Context: an optimization exercise on an open-source flow, tuned for small area. The choices shown serve that exercise and are no tape-out recipe.
The RTL was checked by simulation tests, not by an equivalence proof against the original design.
Power figures rest on the tool's default switching activity, not on a simulated workload.

==> flow/design.v (excerpt) <==
module mcc (
    input  wire        clk,
    input  wire        rst_n,           
    input  wire [3:0]  cfg_slot,        
    input  wire        cmd_valid,
    output wire        cmd_ready,
    input  wire [7:0]  cmd,
    input  wire [7:0]  op_dir,
    input  wire [7:0]  op_mid,
    input  wire [7:0]  op_mt,
    input  wire [7:0]  op_midx,
    input  wire [8:0]  op_len,
    input  wire        op_delay_en,
    input  wire [15:0] op_delay,
    input  wire        op_bufsel,
    input  wire        op_level,
    input  wire [23:0] op_idexp,
    input  wire [8:0]  op_probelen,
    output reg         done,
    output reg  [7:0]  status,
    output wire [7:0]  res,
    output wire [1:0]  phase,
    output wire        ident_valid,
    output reg  [23:0] ident_id,
    output wire [2:0]  setup,
    output reg  [1:0]  reset_out,
    input  wire        txb_we,
    input  wire [5:0]  txb_addr,
    input  wire [7:0]  txb_wdata,
    input  wire        rb_sel,
    input  wire [5:0]  rb_addr,
    output wire [7:0]  rb_data,
    output wire        lnk_tx_valid,
    output wire [7:0]  lnk_tx_data,
    input  wire        lnk_rx_valid,
    input  wire [7:0]  lnk_rx_data,
    input  wire        lnk_err,
    output wire        rst_drive,
    output wire        rst_level,
    input  wire        rst_fail,
    output wire        rdy_sample,
    input  wire        rdy_in,
    input  wire        rdy_fail
);
    localparam FRAME_CAP = 64;
    localparam [7:0] C_CHK = 8'h01, C_WRH = 8'h02, C_VAL = 8'h03, C_ECHO = 8'h04;
  ...
export LEC_CHECK = 0
export CAP_MARGIN = 20
export CORE_MARGIN = 2
export CORE_UTILIZATION = 68
export PLACE_DENSITY = 0.8
export SLEW_MARGIN = 20
export SYNTH_HIERARCHICAL = 1
export SYNTH_MINIMUM_KEEP_SIZE = 0
create_clock -name core_clock -period 10.0 [get_ports {clk}]
standard.sh (not shown) runs the stock make flow with config.mk's settings and CLKGATE_MAP_FILE= SYNTH_SCRIPT=/design/flow/synth_recipe.tcl, a recipe that flattens the netlist after the stock synthesis.
==> flow/flow/run.sh <==
#!/bin/bash
# Layout flow: the standard ORFS flow (standard.sh, unchanged synthesis),
# with two tool options changed:
#  - port buffers use the smallest buffer cell instead of the default choice;
#  - clock tree: larger sink clusters and no dummy loads.
# Every port still gets its buffer, and the clock tree is built by CTS as usual.
set -euo pipefail
export BUFFER_PORTS_ARGS="-buffer_cell sky130_fd_sc_hd__buf_1"
export CTS_ARGS="-sink_clustering_enable -repair_clock_nets -sink_clustering_size 32 -sink_clustering_max_diameter 70 -dont_use_dummy_load"
bash standard.sh > standard_flow.log 2>&1
The first run completed with no timing, DRC or antenna violations.
==> next run, changes <==
--- a/flow/flow/run.sh
+++ b/flow/flow/run.sh
@@ -8,3 +8,3 @@
 export BUFFER_PORTS_ARGS="-buffer_cell sky130_fd_sc_hd__buf_1"
-export CTS_ARGS="-sink_clustering_enable -repair_clock_nets -sink_clustering_size 32 -sink_clustering_max_diameter 70 -dont_use_dummy_load"
+export CTS_ARGS="-sink_clustering_enable -repair_clock_nets -sink_clustering_size 28 -sink_clustering_max_diameter 70 -dont_use_dummy_load"
 bash standard.sh > standard_flow.log 2>&1
CORE_UTILIZATION = 62   (was 68)
PLACE_DENSITY = 0.75   (was 0.8)
Outcome:
- die area grows by roughly a tenth
- via count stays flat
- sequential share of layout area shrinks by 0.18 points
- final cell count grows by a few percent
- setup slack gets worse by 0.22 ns
- combinational power is about the same
- power grows slightly
==> next run, changes <==
--- a/flow/flow/run.sh
+++ b/flow/flow/run.sh
@@ -8,3 +8,3 @@
 export BUFFER_PORTS_ARGS="-buffer_cell sky130_fd_sc_hd__buf_1"
-export CTS_ARGS="-sink_clustering_enable -repair_clock_nets -sink_clustering_size 28 -sink_clustering_max_diameter 70 -dont_use_dummy_load"
+export CTS_ARGS="-sink_clustering_enable -repair_clock_nets -sink_clustering_size 25 -sink_clustering_max_diameter 80 -dont_use_dummy_load"
 bash standard.sh > standard_flow.log 2>&1
CORE_UTILIZATION = 55   (was 62)
PLACE_DENSITY = 0.7   (was 0.75)
After rerunning: The new run completed with no timing, DRC or antenna violations. Routed wire length goes up by 4.0%. Power goes up by about 1.3%. Synthesized area stays the same. Die area went up by 13%. Sequential share of layout area falls by 0.39 points. Synthesized cell count is unchanged. Cell count rises by 3.0%. First-iteration DRC count grows by 1.2%.


== rev 12 ==
mcc, a different RTL version from the one above (not shown whole).
Size: about 2600 cells after synthesis, roughly 210 I/O pins, roughly 44000 um2 of cells after synthesis.
clock: 10.0 ns
lec_check: 0
cap_margin: 20
core_margin: 2
core_utilization: 62
place_density: 0.75
slew_margin: 20
synth_hierarchical: 1
synth_minimum_keep_size: 0
==> flow/flow/run.sh <==
#!/bin/bash
# Layout flow: the standard ORFS flow (standard.sh, unchanged synthesis),
# with two tool options changed:
#  - port buffers use the smallest buffer cell instead of the default choice;
#  - clock tree: larger sink clusters and no dummy loads.
# Every port still gets its buffer, and the clock tree is built by CTS as usual.
set -euo pipefail
export BUFFER_PORTS_ARGS="-buffer_cell sky130_fd_sc_hd__buf_1"
export CTS_ARGS="-sink_clustering_enable -repair_clock_nets -sink_clustering_size 40 -sink_clustering_max_diameter 60 -dont_use_dummy_load"
bash standard.sh > standard_flow.log 2>&1
Rev 12: done, clean on timing, DRC and antenna
For rev 13, these inputs were changed with respect to rev 12:
-- flow/flow/run.sh --
<<< rev 12, line 7
set -euo pipefail
export BUFFER_PORTS_ARGS="-buffer_cell sky130_fd_sc_hd__buf_1"
export CTS_ARGS="-sink_clustering_enable -repair_clock_nets -sink_clustering_size 40 -sink_clustering_max_diameter 60 -dont_use_dummy_load"
bash standard.sh > standard_flow.log 2>&1
>>> rev 13, line 7
set -euo pipefail
export BUFFER_PORTS_ARGS="-buffer_cell sky130_fd_sc_hd__buf_1"
export CTS_ARGS="-sink_clustering_enable -repair_clock_nets -sink_clustering_size 28 -sink_clustering_max_diameter 70 -dont_use_dummy_load"
bash standard.sh > standard_flow.log 2>&1
==> comparison <==
Rev 13 ran to completion and came out clean on the timing, DRC and antenna checks.
Static leakage: rev 13 better than rev 12
Clock skew: rev 13 better than rev 12
Diff rev 13..rev 12 | fraction of the mapped netlist area in adder cells | unchanged
The run with more routed wire is rev 12, not rev 13.

[re-timing with driven ports]
In the flow no input, the clock included, has a driving cell. The finished layouts below were timed again as built, in two steps. Step 1, drivers: a clkbuf_16 drives clk and a buf_2 each remaining input, both assumed. Step 2 adds t to the input delays and takes it off the output delays; t is the mean of the earliest and latest rising clock arrival at the registers after step 1. Input paths then give back, and output paths get back, about the clock's delay inside the block. Three values: no drivers, after step 1, after step 2; two values: the first two.
| run | t, ns | slack for setup (ns) | worst setup path at the end | clock arrival spread, ns | worst slew at a driven data input, ns |
|---|---|---|---|---|---|
| the first run of note 1 | 0.683 | 1.281 / 1.212 / 1.515 | input to register | 0.089 / 0.089 | 0.10 |
| the second run of note 1 | 0.692 | 1.063 / 0.995 / 1.639 | input to output | 0.079 / 0.079 | 0.10 |
| the third run of note 1 | 0.695 | 0.959 / 0.889 / 1.495 | input to output | 0.075 / 0.076 | 0.12 |
| rev 12 | 0.666 | 1.400 / 1.335 / 1.388 | input to output | 0.074 / 0.074 | 0.10 |
| rev 13 | 0.688 | 1.381 / 1.316 / 1.504 | input to register | 0.068 / 0.068 | 0.10 |
After both steps every run listed still meets setup and hold. The setup slack of rev 12, which loses most, moves by -0.065 ns with the drivers and by -0.012 ns with both steps.
